What follows belongs to an exercise in optimizing a design on an open flow for small area, a short achievable clock period and few clock cycles per item; a production flow would make more cautious choices.
At most, simulation tests tie the RTL to the original design; equivalence was not proved.
No activity file was given, so power comes from the tool's default toggle rates.

## run A
// pfor_select
module pfor_select (
    input  wire        clk,
    input  wire        rst,           
    input  wire        in_valid,
    output wire        in_ready,
    input  wire [31:0] in_data,
    input  wire        in_delta,      
    input  wire        in_restart,    
    output wire        out_valid,
    input  wire        out_ready,
    output wire [5:0]  out_b,
    output wire [7:0]  out_cexcept,
    output wire [5:0]  out_maxb
);
Size in the first run: about 60 I/O pins.
clock: 11.0 ns
lec_check: 0
cap_margin: 20
core_margin: 2
core_utilization: 40
place_density: 0.6
slew_margin: 20
setup_slack_margin: 7.4
buffer_ports_args: -buffer_cell sky130_fd_sc_hd__buf_2
standard.sh (not shown) runs the stock make flow with config.mk's settings and CLKGATE_MAP_FILE= SYNTH_SCRIPT=/design/flow/synth_recipe.tcl, a recipe that flattens the netlist after the stock synthesis.
==> flow/flow/run.sh <==
#!/bin/bash
# Own flow: the standard layout (standard.sh, standard synthesis), with
# extra ORFS settings from flow/extra.mk: repair timing towards a tighter
# setup slack target and faster port buffers. The make output goes to
# standard.log; ORFS keeps each tool's log under orfs/logs/.
cat flow/extra.mk >> config.mk
bash standard.sh > standard.log 2>&1
==> flow/flow/extra.mk <==
# Optimisation targets for the layout tools (the SDC and clock are unchanged)
export SETUP_SLACK_MARGIN = 7.4
export BUFFER_PORTS_ARGS = -buffer_cell sky130_fd_sc_hd__buf_2
Setup changes, run A to run B
--- a/flow/design.v
+++ b/flow/design.v
@@ -60,24 +60,21 @@
     reg  [5:0]  wl;            
     reg         v_w;
     reg         last_w;
     reg         rst_r;
     wire [31:0] x      = d_r - (use_r ? prev : 32'd0);
     wire [5:0]  width  = hib64({31'd0, x, 1'b0});
     wire        pz_next = v_r ? (~blk_delta & (rs_r | pz)) : pz;
     reg  [6:0]  freq [1:32];   
     wire [32:1] pres;          
     reg         full;          
-    reg         scanning;      
-    reg         gact;          
-    reg         rel;           
-    reg         relq;          
+    reg         scanning;
     reg  [6:0]  fr;            
     reg  [7:0]  dacc;          
     reg  [5:0]  cb;            
     reg         v1;
     reg  [5:0]  kf;            
     reg  [7:0]  dk;            
     reg  [5:0]  bk;
     reg         vk;
     reg  [12:0] q_r;           
     reg  [5:0]  b_r;
@@ -100,53 +97,27 @@
     end
     wire [5:0]  idx  = hib64({31'd0, pres, 1'b0});
     reg  [6:0]  fsel;
     always @* begin
         fsel = 7'd0;
         for (j = 1; j <= 32; j = j + 1)
             fsel = fsel | ({7{hot[j]}} & freq[j]);
     end
     wire        any   = |pres;
     wire        start = full & ~scanning & ~outv;
-    wire        step  = start | gact;        
-    function one_of32;
-        input [31:0] v;
-        reg [15:0] a1, m1; reg [7:0] a2, m2; reg [3:0] a3, m3; reg [1:0] a4, m4;
-        integer g;
-        begin
-            for (g = 0; g < 16; g = g + 1) begin
-                a1[g] = v[2*g] | v[2*g+1];
-                m1[g] = v[2*g] & v[2*g+1];
-            end
-            for (g = 0; g < 8; g = g + 1) begin
-                a2[g] = a1[2*g] | a1[2*g+1];
-                m2[g] = m1[2*g] | m1[2*g+1] | (a1[2*g] & a1[2*g+1]);
-            end
-            for (g = 0; g < 4; g = g + 1) begin
-                a3[g] = a2[2*g] | a2[2*g+1];
-                m3[g] = m2[2*g] | m2[2*g+1] | (a2[2*g] & a2[2*g+1]);
-            end
-            for (g = 0; g < 2; g = g + 1) begin
-                a4[g] = a3[2*g] | a3[2*g+1];
-                m4[g] = m3[2*g] | m3[2*g+1] | (a3[2*g] & a3[2*g+1]);
-            end
-            one_of32 = (a4[0] | a4[1]) & ~(m4[0] | m4[1] | (a4[0] & a4[1]));
-        end
-    endfunction
-    wire        relnow = step & one_of32(pres);
+    wire        step  = start | scanning;    
     wire        better = q_r > best_q;
     wire [13:0] bound  = {1'b0, q_r} + {1'b0, b_r, 7'd0};
     wire        prune  = bound <= {1'b0, best_q};
     wire        done_scan = v2 & ((b_r == 6'd0) | prune);
     wire        done_now  = start & ~any;
     wire        done  = done_scan | done_now;
-    wire        gstop = done & ~rel & ~relq;      
     assign in_ready    = in_rdy;
     assign out_valid   = outv;
     assign out_b       = best_b;
     assign out_cexcept = best_c;
     assign out_maxb    = maxb;
     always @(posedge clk) begin
         d_r   <= in_data;
         use_r <= first ? (in_delta & ~in_restart & ~pz_next)
                        : (blk_delta & ~pz_next);
         if (accept & first)
@@ -158,21 +129,21 @@
             rs_r   <= 1'b0;
             last_r <= 1'b0;
         end else begin
             v_r    <= accept;
             rs_r   <= accept & first & in_restart;
             last_r <= accept & (cnt == 7'd127);
             if (accept)
                 cnt <= cnt + 7'd1;
             if (accept & (cnt == 7'd127))
                 in_rdy <= 1'b0;
-            else if (done | relq)
+            else if (done)
                 in_rdy <= 1'b1;
         end
     end
     always @(posedge clk) begin
         w_r   <= width;
         rst_r <= rst;
         if (v_w)
             wl <= w_r;
         if (v_r & blk_delta)
             prev <= d_r;
@@ -226,37 +197,28 @@
         end else if (v2 & better) begin
             best_b <= b_r;
             best_c <= e_r;
             best_q <= q_r;
         end
         if (start)
             maxb <= any ? idx : wl;
         if (rst) begin
             full     <= 1'b0;
             scanning <= 1'b0;
-            gact     <= 1'b0;
-            rel      <= 1'b0;
-            relq     <= 1'b0;
             v1       <= 1'b0;
             vk       <= 1'b0;
             v2       <= 1'b0;
             outv     <= 1'b0;
             done_r   <= 1'b0;
         end else begin
-            done_r  <= gstop;
-            v1      <= step & (start | scanning) & ~done;
-            relq    <= relnow;
-            rel     <= relq | (rel & ~start);
-            if (start)
-                gact <= any;
-            else if ((step & ~any) | gstop)
-                gact <= 1'b0;
+            done_r  <= done;
+            v1      <= step & ~done;
             vk      <= v1 & ~done;
             v2      <= vk & ~done;
             if (outv & out_ready)
                 outv <= 1'b0;
             if (v_w & last_w)
                 full <= 1'b1;
             if (start) begin
                 full     <= 1'b0;
                 scanning <= any;
                 if (~any)
Findings:
Changes observed in run B relative to run A: synthesized cell area dropped 150 µm²; final cell count dropped about 0.9%; non-clock buffer count dropped 17%; area inside the core boundary barely changed. Against run A, routed wire length in run B fell by a few percent. Going from run A to run B, utilization shrinks by 0.90 points. Run B vs run A on post-route fraction of the period consumed by the critical path: run B is the lower one.
Testbench counts of run B, summed over its fixed seeds: cycles 71,595, items 512.
Only the layout flow was run in run A; the RTL was not checked for function there.


== job 101 ==
pfor_select with an RTL version that a note above also has.
Size: ~2,200 cells after synthesis, ~430 flip-flops, roughly 60 I/O pins.
==> module pfor_select, before the edit <==
module pfor_select (
    input  wire        clk,
    input  wire        rst,           
    input  wire        in_valid,
    output wire        in_ready,
    input  wire [31:0] in_data,
    input  wire        in_delta,      
    input  wire        in_restart,    
    output wire        out_valid,
    input  wire        out_ready,
    output wire [5:0]  out_b,
    output wire [7:0]  out_cexcept,
    output wire [5:0]  out_maxb
);
    function [5:0] hib64;
        input [63:0] v;
        reg [31:0] a1; reg [31:0] i1;
        reg [15:0] a2; reg [31:0] i2;
        reg [7:0]  a3; reg [23:0] i3;
        reg [3:0]  a4; reg [15:0] i4;
        reg [1:0]  a5; reg [9:0]  i5;
        integer g;
        begin
            for (g = 0; g < 32; g = g + 1) begin
                a1[g] = v[2*g+1] | v[2*g];
                i1[g] = v[2*g+1];
            end
            for (g = 0; g < 16; g = g + 1) begin
                a2[g] = a1[2*g+1] | a1[2*g];
                i2[2*g+:2] = a1[2*g+1] ? {1'b1, i1[2*g+1]} : {1'b0, i1[2*g]};
            end
            for (g = 0; g < 8; g = g + 1) begin
                a3[g] = a2[2*g+1] | a2[2*g];
                i3[3*g+:3] = a2[2*g+1] ? {1'b1, i2[4*g+2+:2]} : {1'b0, i2[4*g+:2]};
            end
            for (g = 0; g < 4; g = g + 1) begin
                a4[g] = a3[2*g+1] | a3[2*g];
                i4[4*g+:4] = a3[2*g+1] ? {1'b1, i3[6*g+3+:3]} : {1'b0, i3[6*g+:3]};
            end
            for (g = 0; g < 2; g = g + 1) begin
                a5[g] = a4[2*g+1] | a4[2*g];
                i5[5*g+:5] = a4[2*g+1] ? {1'b1, i4[8*g+4+:4]} : {1'b0, i4[8*g+:4]};
            end
            hib64 = a5[1] ? {1'b1, i5[9:5]} : {1'b0, i5[4:0]};
        end
    endfunction
    reg         in_rdy;
    reg  [6:0]  cnt;           
    reg         blk_delta;     
    reg  [31:0] d_r;           
    reg         v_r;           
    reg         rs_r;          
    reg         use_r;         
    reg         last_r;        
    wire        accept = in_valid & in_rdy;
    wire        first  = (cnt == 7'd0);
    reg  [31:0] prev;          
    reg         pz;            
    reg  [5:0]  w_r;           
    reg  [5:0]  wl;            
    reg         v_w;
    reg         last_w;
    reg         rst_r;
    wire [31:0] x      = d_r - (use_r ? prev : 32'd0);
    wire [5:0]  width  = hib64({31'd0, x, 1'b0});
    wire        pz_next = v_r ? (~blk_delta & (rs_r | pz)) : pz;
    reg  [6:0]  freq [1:32];   
    wire [32:1] pres;          
    reg         full;          
    reg         scanning;
    reg  [6:0]  fr;            
    reg  [7:0]  dacc;          
    reg  [5:0]  cb;            
    reg         v1;
    reg  [5:0]  kf;            
    reg  [7:0]  dk;            
    reg  [5:0]  bk;
    reg         vk;
    reg  [12:0] q_r;           
    reg  [5:0]  b_r;
    reg  [7:0]  e_r;
    reg         v2;
    reg  [5:0]  maxb;
    reg  [5:0]  best_b;
    reg  [7:0]  best_c;
    reg  [12:0] best_q;
    reg         outv;
    reg         done_r;
    integer j;
    reg  [32:1] above;         
    reg  [32:1] hot;           
    always @* begin
        above[32] = 1'b0;
        for (j = 31; j >= 1; j = j - 1)
            above[j] = above[j+1] | pres[j+1];
        hot = pres & ~above;
    end
    wire [5:0]  idx  = hib64({31'd0, pres, 1'b0});
    reg  [6:0]  fsel;
    always @* begin
        fsel = 7'd0;
        for (j = 1; j <= 32; j = j + 1)
            fsel = fsel | ({7{hot[j]}} & freq[j]);
    end
    wire        any   = |pres;
    wire        start = full & ~scanning & ~outv;
    wire        step  = start | scanning;    
    wire        better = q_r > best_q;
    wire [13:0] bound  = {1'b0, q_r} + {1'b0, b_r, 7'd0};
    wire        prune  = bound <= {1'b0, best_q};
    wire        done_scan = v2 & ((b_r == 6'd0) | prune);
    wire        done_now  = start & ~any;
    wire        done  = done_scan | done_now;
    assign in_ready    = in_rdy;
    assign out_valid   = outv;
    assign out_b       = best_b;
    assign out_cexcept = best_c;
    assign out_maxb    = maxb;
    always @(posedge clk) begin
        d_r   <= in_data;
        use_r <= first ? (in_delta & ~in_restart & ~pz_next)
                       : (blk_delta & ~pz_next);
        if (accept & first)
            blk_delta <= in_delta;
        if (rst) begin
            in_rdy <= 1'b1;
            cnt    <= 7'd0;
            v_r    <= 1'b0;
            rs_r   <= 1'b0;
            last_r <= 1'b0;
        end else begin
            v_r    <= accept;
            rs_r   <= accept & first & in_restart;
            last_r <= accept & (cnt == 7'd127);
            if (accept)
                cnt <= cnt + 7'd1;
            if (accept & (cnt == 7'd127))
                in_rdy <= 1'b0;
            else if (done)
                in_rdy <= 1'b1;
        end
    end
    always @(posedge clk) begin
        w_r   <= width;
        rst_r <= rst;
        if (v_w)
            wl <= w_r;
        if (v_r & blk_delta)
            prev <= d_r;
        if (rst) begin
            pz     <= 1'b1;
            v_w    <= 1'b0;
            last_w <= 1'b0;
        end else begin
            pz     <= pz_next;
            v_w    <= v_r;
            last_w <= last_r;
        end
    end
    genvar w;
    generate
        for (w = 1; w <= 32; w = w + 1) begin : g_hist
            wire [7:0] t;
            wire [6:0] s;
            assign t[0] = v_w && (w_r == w);
            genvar i;
            for (i = 0; i < 7; i = i + 1) begin : g_bit
                assign s[i]   = freq[w][i] ^ t[i];
                assign t[i+1] = freq[w][i] & t[i];
            end
            always @(posedge clk) begin
                if (rst_r | done_r | (step & hot[w]))
                    freq[w] <= 7'd0;
                else
                    freq[w] <= s;
            end
            assign pres[w] = |freq[w];
        end
    endgenerate
    always @(posedge clk) begin
        fr   <= step ? fsel : 7'd0;
        cb   <= idx;
        kf   <= 6'd8 + maxb - cb;
        dk   <= dacc;
        bk   <= cb;
        q_r  <= kf * dk;
        b_r  <= bk;
        e_r  <= 8'd128 - dk;
        if (start)
            dacc <= 8'd128;
        else
            dacc <= dacc - {1'b0, fr};
        if (start) begin
            best_q <= 13'd0;
            best_b <= wl;
            best_c <= 8'd0;
        end else if (v2 & better) begin
            best_b <= b_r;
            best_c <= e_r;
            best_q <= q_r;
        end
        if (start)
            maxb <= any ? idx : wl;
        if (rst) begin
            full     <= 1'b0;
            scanning <= 1'b0;
            v1       <= 1'b0;
            vk       <= 1'b0;
            v2       <= 1'b0;
            outv     <= 1'b0;
            done_r   <= 1'b0;
        end else begin
            done_r  <= done;
            v1      <= step & ~done;
            vk      <= v1 & ~done;
            v2      <= vk & ~done;
            if (outv & out_ready)
                outv <= 1'b0;
            if (v_w & last_w)
                full <= 1'b1;
            if (start) begin
                full     <= 1'b0;
                scanning <= any;
                if (~any)
                    outv <= 1'b1;
            end else if (done_scan) begin
                scanning <= 1'b0;
                outv     <= 1'b1;
            end
        end
    end
endmodule
==> flow/config.mk <==
export PLATFORM = sky130hd
export DESIGN_NAME = pfor_select
export DESIGN_NICKNAME = pfor_select
export VERILOG_FILES = /design/flow/design.v
export SDC_FILE = /design/flow/constraint.sdc
export NUM_CORES = 4
export LEC_CHECK = 0
export CAP_MARGIN = 20
export CORE_MARGIN = 2
export CORE_UTILIZATION = 60
export CTS_BUF_LIST = sky130_fd_sc_hd__clkbuf_8
export PLACE_DENSITY = 0.75
export SLEW_MARGIN = 20
# Optimisation targets for the layout tools (the SDC and clock are unchanged)
export SETUP_SLACK_MARGIN = 7.4
export BUFFER_PORTS_ARGS = -buffer_cell sky130_fd_sc_hd__buf_2
==> flow/constraint.sdc <==
create_clock -name core_clock -period 11.0 [get_ports {clk}]
set_input_delay 2.2000 -clock core_clock [delete_from_list [all_inputs] [get_ports {clk}]]
set_output_delay 2.2000 -clock core_clock [all_outputs]
set_load 0.01 [all_outputs]
Scripts as last shown in full above: flow/flow/run.sh, flow/flow/extra.mk
Per the final summary, job 101 finished and its layout is clean on timing, DRC and antenna.
Testbench counts of job 101, summed over its fixed seeds: cycles 71,595, items 512.
[inputs] job 102 vs job 101
diff --git a/flow/design.v b/flow/design.v
--- a/flow/design.v
+++ b/flow/design.v
@@ -68,5 +68,7 @@
     wire [32:1] pres;          
     reg         full;          
-    reg         scanning;
+    reg         scanning;      
+    reg         gact;          
+    reg         rel;           
     reg  [6:0]  fr;            
     reg  [7:0]  dacc;          
@@ -105,5 +107,6 @@
     wire        any   = |pres;
     wire        start = full & ~scanning & ~outv;
-    wire        step  = start | scanning;    
+    wire        step  = start | gact;        
+    wire        relnow = step & any & ~|(pres & above);
     wire        better = q_r > best_q;
     wire [13:0] bound  = {1'b0, q_r} + {1'b0, b_r, 7'd0};
@@ -112,4 +115,5 @@
     wire        done_now  = start & ~any;
     wire        done  = done_scan | done_now;
+    wire        gstop = done & ~rel & ~relnow;    
     assign in_ready    = in_rdy;
     assign out_valid   = outv;
@@ -137,5 +141,5 @@
             if (accept & (cnt == 7'd127))
                 in_rdy <= 1'b0;
-            else if (done)
+            else if (done | relnow)
                 in_rdy <= 1'b1;
         end
@@ -205,4 +209,6 @@
             full     <= 1'b0;
             scanning <= 1'b0;
+            gact     <= 1'b0;
+            rel      <= 1'b0;
             v1       <= 1'b0;
             vk       <= 1'b0;
@@ -211,6 +217,11 @@
             done_r   <= 1'b0;
         end else begin
-            done_r  <= done;
-            v1      <= step & ~done;
+            done_r  <= gstop;
+            v1      <= step & (start | scanning) & ~done;
+            rel     <= relnow | (rel & ~start);
+            if (start)
+                gact <= any;
+            else if ((step & (idx == 6'd0)) | gstop)
+                gact <= 1'b0;
             vk      <= v1 & ~done;
             v2      <= vk & ~done;
Notes after the runs:
NOTE: met2 usage in global routing in job 102 exceeds that of job 101
Job 102 vs. job 101: growth of design area from synthesis to finish saw a decrease, number of stages on the worst hold path saw little to no change, share of synthesized cell area in full adder, half adder and majority cells saw a decrease, number of cells on the critical path saw a decrease, antenna diode instance count saw little to no change.
In the tables for job 101 and job 102, synthesis-stage register bit count reads higher with job 102.
Job 102 vs. job 101: wire length of the first global-routing pass went up 4.3%; portion of total power attributed to the clock network now sits lower; setup slack shrank by 90 ps; via total after detailed routing higher.
Only the layout flow was run in job 102; the RTL was not checked for function there.

-- port drivers added, routing unchanged --
No port has a modelled driver above. Below, the same layouts with a new extraction and two added sets of constraints.
Step 1, drivers: a clkbuf_16 drives clk and a buf_2 each remaining input, both assumed.
Step 2 moves the port delays by t, midway between the first and last clock arrival at a register: inputs arrive t later, outputs are due t later. That takes back most of the time a late clock gives input paths.
a / b / c = no drivers / after step 1 / after step 2; a / b = the first two.
run	shift t [ns]	setup WS [ns]	slew at the worst register clock pin (ns)	worst slew at a driven data input, ns	cell pins on the clock port's net
run A	0.633	7.351 / 7.351 / 7.245	0.06 / 0.06	0.06	1
run B	0.652	7.510 / 7.451 / 7.520	0.07 / 0.07	0.10	1
job 101	0.664	7.437 / 7.437 / 7.261	0.07 / 0.07	0.04	1
job 102	0.663	7.348 / 7.348 / 7.348	0.07 / 0.07	0.03	1
After both steps every run listed still meets setup and hold. The setup slack of job 101, which loses most, moves by 0.000 ns with the drivers and by -0.176 ns with both steps.
